What follows belongs to an exercise in optimizing a design on an open flow for small area, a short achievable clock period and few clock cycles; a production flow would make more cautious choices. Only simulation tests tie the RTL to the original design; equivalence was not proved. Power figures rest on the tool's default switching activity, not on a simulated workload.

`design/flow/flow/run.sh`:
```
#!/bin/bash
# The standard layout with two changes:
#  - synthesis runs the standard synthesis script (synth_recipe.tcl), except
#    that ABC maps the logic with flow/abc_speed_nosz.script: ORFS's speed
#    script without its final buffer/upsize/dnsize passes (the layout's timing
#    repair sizes what the timing needs). ABC does not touch registers, so
#    they are the standard synthesis's, with the same names and cells.
#  - the I/O ports are buffered with sky130_fd_sc_hd__buf_2 cells instead of
#    the delay buffers buffer_ports picks by default. Every port still gets
#    its own buffer.
# All tool output goes to standard_flow.log here and to ORFS's per-step logs
# under orfs/logs.
set -euo pipefail
W=$(pwd)
export BUFFER_PORTS_ARGS="-buffer_cell sky130_fd_sc_hd__buf_2"
{
  echo "proc abc {args} { set i [lsearch -exact \$args -script]; if {\$i >= 0} { lset args [expr {\$i + 1}] $W/flow/abc_speed_nosz.script }; yosys abc {*}\$args }"
  cat synth_recipe.tcl
} > my_synth.tcl
sed "s#SYNTH_SCRIPT=[^ ]*#SYNTH_SCRIPT=$W/my_synth.tcl#" standard.sh > my_standard.sh
grep -q "SYNTH_SCRIPT=$W/my_synth.tcl" my_standard.sh
bash my_standard.sh > standard_flow.log 2>&1
```
`design/flow/standard.sh`:
```
#!/bin/bash
# synth_recipe.tcl (not shown) runs the flow's synth.tcl, then flattens the netlist and writes it again
# the make line also repeats each setting of config.mk as NAME=value (left out here)
make -C /OpenROAD-flow-scripts/flow DESIGN_CONFIG=/design/flow/config.mk WORK_HOME=/design/flow/orfs CLKGATE_MAP_FILE= SYNTH_SCRIPT=/design/flow/synth_recipe.tcl "${@:-finish}"
```
`design/flow/flow/abc_speed_nosz.script`:
```
&get -n
&st
&dch
&nf
&st
&syn2
&if -g -K 6
&synch2
&nf
&st
&syn2
&if -g -K 6
&synch2
&nf
&st
&syn2
&if -g -K 6
&synch2
&nf
&st
&syn2
&if -g -K 6
&synch2
&nf
&st
&syn2
&if -g -K 6
&synch2
&nf
&put
topo
stime -c
```
`design/flow/config.mk`:
```
export PLATFORM = sky130hd
export DESIGN_NAME = nbc_stream_enc
export DESIGN_NICKNAME = nbc_stream_enc
export VERILOG_FILES = /design/flow/design.v
export SDC_FILE = /design/flow/constraint.sdc
export NUM_CORES = 4
export LEC_CHECK = 0
export ABC_CLOCK_PERIOD_IN_PS = 3600
export CAP_MARGIN = 5
export CORE_MARGIN = 2
export CORE_UTILIZATION = 40
export CTS_CLUSTER_DIAMETER = 110
export CTS_CLUSTER_SIZE = 25
export SETUP_SLACK_MARGIN = 4.6
export SLEW_MARGIN = 5
export TNS_END_PERCENT = 10
```
`design/flow/constraint.sdc`:
```
create_clock -name core_clock -period 8.0 [get_ports {clk}]
set_input_delay 1.6000 -clock core_clock [delete_from_list [all_inputs] [get_ports {clk}]]
set_output_delay 1.6000 -clock core_clock [all_outputs]
set_load 0.01 [all_outputs]
```
`design/flow/design.v`:
```
module nbc_stream_enc (
    input  wire        clk,
    input  wire        rst,
    input  wire        cmd_valid,
    output wire        cmd_ready,
    input  wire [31:0] cmd_count,
    input  wire [1:0]  cmd_mode,
    input  wire [63:0] cmd_acc,
    input  wire        in_valid,
    output wire        in_ready,
    input  wire [63:0] in_data,
    output wire        out_valid,
    input  wire        out_ready,
    output wire [63:0] out_data,
    output wire [3:0]  out_nbytes,
    output wire        out_last
);
    localparam MODE_DELTA = 2'd1;
    localparam MODE_XOR   = 2'd2;
    integer j, i;
    reg        active;       
    reg [31:0] rem;          
    reg [2:0]  gpos;         
    reg        i_v, i_c, i_x, i_e, i_l;
    reg [2:0]  i_pos;
    reg [63:0] i_d;
    reg [1:0]  mode;
    reg [63:0] acc;          
    reg        i_sub;        
    reg        i_xor;        
    reg        gopen;        
    reg [15:0] nz_acc;       
    reg [6:0]  m_acc;
    reg        pend_full;
    reg [15:0] pend_nz;      
    reg [4:0]  pend_n;       
    reg [7:0]  pend_m;
    reg        pend_last;    
    reg [63:0] sd [0:8];
    reg [8:0]  tv, tc, tf, tz;
    reg        noop;         
    reg [135:0] nbuf;        
    reg [5:0]   cnt;         
    reg         fin;         
    reg [3:0]   lnb;         
    reg [4:0]   blk_n;       
    reg [6:0]   bm;          
    reg         blk_last;    
    assign out_valid  = cnt[5] | cnt[4] | fin;
    assign out_last   = fin & (cnt == 6'd16);
    assign out_data   = nbuf[63:0];
    assign out_nbytes = lnb;
    wire xfer = out_valid & out_ready;
    wire v0 = tv[0];
    wire c0 = tc[0];
    wire f0 = tf[0];
    wire head_noop = noop;
    reg  lt16;               
    reg  ok2;                
    reg  blk_pre;            
    wire head_go = head_noop | lt16 | (out_ready & ok2);
    wire blocked = blk_pre & ~(v0 & f0);
    wire step    = head_go & (i_v | ~gopen);
    wire mv      = step & i_v & ~blocked;
    wire pk      = step & ~head_noop;
    reg  in_ra, in_rb, cmd_ra, cmd_rb;
    assign cmd_ready = cmd_ra | (cmd_rb & out_ready);
    assign in_ready  = in_ra | (in_rb & out_ready);
    wire cmd_fire = cmd_valid & cmd_ready;
    wire in_fire  = in_valid & in_ready;
    wire last_v   = (rem == 32'd1);
    wire [63:0] acc_m = acc & {64{i_sub | i_xor}};
    wire [63:0] dif   = i_d - acc;
    wire [63:0] t_val = i_sub ? dif : (i_d ^ acc_m);
    wire [63:0] bw    = dif ^ i_d ^ acc;
    reg [15:0] nzt;
    always @(*)
        for (i = 0; i < 16; i = i + 1)
            if (i_sub && i > 0 && bw[4*i])
                nzt[i] = (i_d[4*i +: 4] != acc[4*i +: 4] + 4'd1);
            else
                nzt[i] = (i_d[4*i +: 4] != acc_m[4*i +: 4]);
    wire zt = (i_d == acc_m);
    wire [15:0] nz_new = (i_x ? 16'd0 : nz_acc) | nzt;
    reg  [7:0]  m_full;
    always @(*)
        for (j = 0; j < 8; j = j + 1)
            m_full[j] = (j < i_pos) ? m_acc[j] : ((j == i_pos) ? zt : 1'b1);
    reg [4:0] n_enc;
    always @(*) begin
        n_enc = 5'd0;
        for (i = 0; i < 16; i = i + 1)
            if (pend_nz[i]) n_enc = i + 1;
    end
    wire [4:0] n_use = f0 ? pend_n : blk_n;
    wire       z0    = f0 ? pend_m[0] : bm[0];
    wire       more  = f0 ? ~&pend_m[7:1] : ~&bm[6:1];
    wire [5:0] len   = c0 ? 6'd8 : ({1'b0, f0, 2'b00} + {1'b0, (z0 ? 5'd0 : n_use)});
    wire [3:0] q     = cnt[3:0];
    wire [5:0] tot0  = {2'b00, q} + len;
    wire       pad   = ~c0 & ~more & tot0[0];
    wire [5:0] tot   = tot0 + {5'd0, pad};
    wire       fin_set = c0 ? tz[0] : ((f0 ? pend_last : blk_last) & ~more);
    wire [79:0]  app   = f0 ? {sd[0], pend_m, 3'b000, pend_n} : {16'd0, sd[0]};
    wire       bm_n0 = (v0 & ~c0) ? (f0 ? pend_m[1] : bm[1]) : bm[0];
    wire [135:0] app_s = {56'd0, app} << {q, 2'b00};
    wire [135:0] base  = xfer ? {64'd0, nbuf[135:64]} : nbuf;
    wire [5:0]   bcnt  = xfer ? cnt - 6'd16 : cnt;
    wire         bfin  = fin & ~(xfer & out_last);
    wire [5:0]   tot_r = (tot[3:0] == 4'd0) ? tot : {tot[5:4] + 2'd1, 4'd0};
    reg [5:0] cnt_n;
    reg       fin_n;
    always @(*) begin
        if (pk) begin
            cnt_n = fin_set ? tot_r : tot;
            fin_n = fin_set;
        end else begin
            cnt_n = bcnt;
            fin_n = bfin;
        end
    end
    wire take   = cmd_fire | in_fire;
    wire i_v_n  = take | (i_v & ~mv);
    wire i_c_n  = take ? cmd_fire : i_c;
    wire i_e_n  = take ? ((gpos == 3'd7) | last_v) : i_e;
    wire pf_n   = (mv & ~i_c & i_e) | (pend_full & ~(step & v0 & f0));
    wire act_n  = cmd_fire ? (cmd_count != 32'd0) : (active & ~(in_fire & last_v));
    wire v0_n   = step ? tv[1] : tv[0];
    wire f0_n   = step ? tf[1] : tf[0];
    wire noop_n = step ? (~tv[1] | (~tc[1] & ~tf[1] & bm_n0)) : noop;
    wire lt16_n = ~cnt_n[5] & ~cnt_n[4];
    wire ok2_n  = fin_n ? (cnt_n == 6'd16) : ~cnt_n[5];
    wire bpre_n = i_v_n & ~i_c_n & i_e_n & pf_n;
    wire blk_n_ = bpre_n & ~(v0_n & f0_n);
    wire ra_n   = ~i_v_n | (~blk_n_ & (noop_n | lt16_n));
    wire rb_n   = ~blk_n_ & ok2_n;
    always @(posedge clk) begin
        if (cmd_fire) begin
            rem  <= cmd_count;
            gpos <= 3'd0;
            mode <= cmd_mode;
        end else if (in_fire) begin
            rem  <= rem - 32'd1;
            gpos <= ((gpos == 3'd7) | last_v) ? 3'd0 : gpos + 3'd1;
        end
        if (cmd_fire | in_fire) begin
            i_d   <= cmd_fire ? {32'd0, cmd_count} : in_data;
            i_c   <= cmd_fire;
            i_x   <= cmd_fire ? (cmd_count == 32'd0) : (gpos == 3'd0);
            i_e   <= (gpos == 3'd7) | last_v;
            i_l   <= last_v;
            i_pos <= gpos;
            i_sub <= ~cmd_fire & (mode == MODE_DELTA);
            i_xor <= ~cmd_fire & (mode == MODE_XOR);
        end
        if (cmd_fire)
            acc <= cmd_acc;
        else if (mv & ~i_c)
            acc <= i_d;
        pend_n <= n_enc;
        if (mv & ~i_c) begin
            if (i_e) begin
                pend_nz   <= nz_new;
                pend_m    <= m_full;
                pend_last <= i_l;
            end else begin
                nz_acc       <= nz_new;
                m_acc[i_pos] <= zt;
            end
        end
        if (step) begin
            for (j = 0; j < 8; j = j + 1)
                sd[j] <= sd[j+1];
            sd[8] <= t_val;
            tc <= {i_c, tc[8:1]};
            tf <= {~i_c & i_x, tf[8:1]};
            tz <= {i_c & i_x, tz[8:1]};
        end
        if (step & v0 & ~c0) begin
            if (f0) begin
                bm       <= pend_m[7:1];
                blk_n    <= pend_n;
                blk_last <= pend_last;
            end else begin
                bm <= {1'b1, bm[6:1]};
            end
        end
        if (pk & fin_set)
            lnb <= (tot[3:0] == 4'd0) ? 4'd8 : {1'b0, tot[3:1]};
        if (pk)
            nbuf <= (c0 ? 136'd0 : base) | app_s;
        else
            nbuf <= base;
        if (rst) begin
            active    <= 1'b0;
            i_v       <= 1'b0;
            gopen     <= 1'b0;
            pend_full <= 1'b0;
            tv        <= 9'd0;
            noop      <= 1'b1;
            in_ra     <= 1'b0;
            in_rb     <= 1'b0;
            cmd_ra    <= 1'b1;
            cmd_rb    <= 1'b0;
            cnt       <= 6'd0;
            fin       <= 1'b0;
            lt16      <= 1'b1;
            ok2       <= 1'b1;
            blk_pre   <= 1'b0;
        end else begin
            active <= act_n;
            in_ra  <= act_n & ra_n;
            in_rb  <= act_n & rb_n;
            cmd_ra <= ~act_n & ra_n;
            cmd_rb <= ~act_n & rb_n;
            i_v <= cmd_fire | in_fire | (i_v & ~mv);
            if (mv & ~i_c)
                gopen <= ~i_e;
            if (mv & ~i_c & i_e)
                pend_full <= 1'b1;
            else if (step & v0 & f0)
                pend_full <= 1'b0;
            if (step) begin
                tv   <= {mv, tv[8:1]};
                noop <= noop_n;
            end
            cnt     <= cnt_n;
            fin     <= fin_n;
            lt16    <= lt16_n;
            ok2     <= ok2_n;
            blk_pre <= bpre_n;
        end
    end
endmodule
```
==> results by group <==
Power
  – Pwr Density: 273 mW/mm^2
  – Final Power: 14.7 mW
  – Leak: 20.1 nW
  – Maximum VDD drop: 0.156 mV

Yosys
  – Asr flop ratio synth: 0%
  – Ranking of synthesized cells by area: edfxtp_1 54%, dfxtp_1 7.5%, nand2_1 5.4%, mux2i_1 4.9%, xnor2_1 3.6%
  – Dominant synthesized flop cell: edfxtp_1
  – Yosys top cell area share: 54.0%
  – Most frequent cell after synthesis: edfxtp_1
  – Synth area leader: edfxtp_1
  – Netlist cell types: 66
  – Yosys Warn Count: 3
  – Flops & latches, synth: 1011
  – Mapped Nets: 4119
  – Mapped Avg Cell Area: 12.1 um^2
  – Post-synthesis sequential area ratio: 61.5%
  – Post-synth EDFFs: 837
  – Post-synthesis cell area: 0.0465 mm^2
  – Synth Instances: 3851
  – Top cells by count, synth: 837 x edfxtp_1, 666 x nand2_1, 235 x o21ai_0

Timing
  – Max Clock Skew: 0.0354 ns
  – Pin slew with the least headroom to its limit: 1.20 ns
  – Period minus WS final: 3.70 ns
  – Final slew viol count: 0
  – Sum Neg Setup Slack: 0 ns
  – Post-route setup slack: 4.30 ns
  – Final setup violation count: 0
  – RSZ-0062 raised after global routing: true
  – Final Cycle Share: 46.2%
  – Max frequency: 270 MHz
  – Final hold vios: 0
  – Max_slew headroom: 19.3%

Critical path
  – Reg-to-Reg End: ok2$_SDFF_PP1_
  – Depth of the most critical reg-to-reg path: 15
  – Crit path from: tf[0]$_DFFE_PP_
  – CP endpoint: ok2$_SDFF_PP1_
  – Reg2Reg Setup Slack: 4.30 ns
  – Worst setup EP type: flip-flop
  – Most frequent cell on the critical path: ha_4
  – Worst path cell trace: mux2_4 > buf_4 > nor2b_4 > ha_4 > or2_4 > ha_4 > a21oi_2 > or4_4 > a311o_1 > o21ai_1 > a31oi_1 > mux2i_1 > nor2_1 > a21boi_2 > or2_0
  – CP Max Fanout: 6
  – Crit-path slowest cell: edfxtp_1
  – CP Data Required Time: 8.55 ns
  – Crit path kind: flip-flop to flip-flop
  – Critical path's top delay family: simple AND/OR/NAND/NOR gates
  – Buffers and inverters on the worst path: 1
  – Crit start category: flip-flop
  – CP peak stage delay: 0.53 ns
  – Arrival time at the worst endpoint: 4.25 ns
  – Reg-to-Reg Start: tf[0]$_DFFE_PP_
  – Critical Path Stages: 15

Layout
  – Storage cell area: 0.0286 mm^2
  – Multi-input logic area: 0.0182 mm^2
  – Final instance area: 0.0539 mm^2
  – Area growth, synth to finish: 15.8%
  – Ant. Diodes: 0
  – Fraction of layout cells with a size suffix above 1: 16.8%
  – Fill count: 10600
  – Final nets: 4587

Die
  – Die H: 345 um
  – Rows: 125
  – Width of the chip: 345 um
  – Initial Util: 40.2%
  – Core Box Area: 0.116 mm^2
  – Die Area: 0.119 mm^2
  – Ports: 239

Global route
  – Grt ovf: 0
  – Tot GR Track Use: 17.5%
  – Initial antenna violation count: 1
  – Largest net degree at the start of global routing: 199
  – Number of global-route vias before repair: 28300
  – First-pass GRT wire length: 165000 um

Routing
  – DR WL/cell: 18.8 um
  – Initial DRT Pass Iterations: 7
  – Post-DR vias/cell: 5.25
  – Final ANT Viol Nets: 0
  – Drt drc: 0
  – Detailed Route Iter0 Violations: 2156
  – Vias post-DR: 30800
  – Post-Route WL: 110000 um

Run status
  – Status: finished clean

Placement
  – Placed cell areas: 0.0495 mm^2
  – Worst slack, placed: 2.81 ns
  – Post-DP HPWL: 76200 um
  – GPL Wtd Cong: 0.900
  – Port Buffers: 238

Clock tree
  – Hold buffers post-CTS: 0
  – Skew-Pair Late Insertion Delay: 0.67 ns
  – Clock Tree Buf Depth: 3
  – Depth of the CTS H-tree: 2
  – Reg clk slew, reported paths: 0.10 ns
  – # clock sinks: 1011
  – Root buffer cell: clkbuf_16
  – CTS tree: built
  – Total CTS buffers: 49

Flow run
  – Max-cap viol count: 0

Worst hold path
  – HP Class: flip-flop to flip-flop
-- worst min-delay path by stage --
stage	startpoint	end	slack, ns	cells past startpoint
finish	sd[3][61]$_DFFE_PP_	sd[2][61]$_DFFE_PP_	0.42	0
global route	sd[3][61]$_DFFE_PP_	sd[2][61]$_DFFE_PP_	0.43	0
CTS	sd[4][25]$_DFFE_PP_	sd[3][25]$_DFFE_PP_	0.42	0
detailed placement	i_l$_DFFE_PN_	pend_last$_DFFE_PP_	0.40	0
global placement	sd[5][59]$_DFFE_PP_	sd[4][59]$_DFFE_PP_	0.40	0
floorplan	i_l$_DFFE_PN_	pend_last$_DFFE_PP_	0.40	0
-- sequential cells by signal, indices dropped and copies added, names as in the netlist, 7 cells and up --
register / count
acc: 64
bm: 7
i_d: 64
m_acc: 7
nbuf: 136
nz_acc: 16
pend_m: 8
pend_nz: 16
rem: 32
sd: 576
tc: 9
tf: 9
tv: 9
tz: 9
-- stage by stage --
stage | hold slack (ns) | util [%] | std cells
2_1_floorplan | 0.400 | - | 3851
3_3_place_gp | 0.400 | 42.8 | 5581
3_5_place_dp | 0.405 | 42.8 | 5581
4_1_cts | 0.417 | 44.6 | 5684
5_1_grt | 0.428 | 46.5 | 5873
6_report | 0.419 | 46.5 | 5873
-- layer usage --
metal	wire [um]	GRT usage, %	share of wire [%]	up-vias
li1	-	-	-	15200
met1	50700	24.7	46	14700
met2	51000	28.1	46	774
met3	5160	2.18	4.7	129
met4	3330	5.46	3.0	2
met5	7	0	0.0063	-
-- cells by family after synthesis --
group	Yosys count	synth area share [%]
adder cells (fa/ha/maj)	101	2.75
AND/OR/NAND/NOR	1166	11.1
multiplexers	294	6.50
AO/OA/AOI/OAI	827	11.1
buffers and inverters	187	2.03
flip-flops	1011	61.5
XOR/XNOR	265	4.99
-- cell type report --
type                    instances  share of cell area, %
repair inverters                2                 0.0604
well taps                    1524                   3.54
multi-input cells            2654                   33.8
clock inverters                10                  0.358
repair buffers                479                   5.76
inverters                     122                  0.906
clock buffers                  71                   2.47
flip-flops and latches       1011                   53.1
-- where the power goes --
group | switching [mW] | internal [mW]
Combinational | 2.19 | 1.49
Clock | 1.65 | 1.25
Sequential | 0.644 | 7.49
-- timing repair --
item | CTS | global route
gates resized for setup | 70 | 195
setup buffers | 19 | 188
endpoints found under the setup margin | 340 | 383
gates cloned | 3 | 1
pin swaps | 12 | 55
-- placed cells by master, fill, tap and decap left out, drive strengths merged, types with 8 or more instances in the layout --
cell type,instances
edfxtp,837
nand2,666
buf,478
o21ai,235
mux2i,230
a21oi,211
xnor2,189
nor2,177
dfxtp,174
clkinv,111
ha,99
xor2,76
clkbuf,72
o22ai,64
mux2,64
a21o,62
nand3,57
a31oi,50
nor3,43
and2,41
o32ai,34
nor4,33
nor4b,30
nand4,27
a22o,24
inv,21
nand2b,20
nor2b,19
o21bai,17
o221ai,16
and3,14
o22a,11
or3,9
o21a,9
nor3b,9
a211oi,9
o31ai,8
Testbench counts, summed over its fixed seeds: cycles 15,253.

afterwards: timing with drivers on the ports:
The flow's constraints put no driver on any port. The routed layout listed below was extracted and timed again, unchanged, in two steps. Step 1, drivers: a clkbuf_16 drives clk and a buf_2 each remaining input, both assumed. Step 2, shift: input delay + t, output delay - t, t = (earliest + latest rising clock arrival at the registers) / 2. This alone moves slack from input paths to output paths. Slacks: ideal ports / drivers / drivers and shift; pairs: ideal ports / drivers.
t (ns): 0.722
setup slack, ns: 4.303 / 4.291 / 3.898
worst setup path after step 2: input to register
pins driven straight from the clock port: 1
After both steps this run still meets setup and hold. For this run, drivers alone change the setup slack by -0.012 ns; drivers and shift together by -0.405 ns.
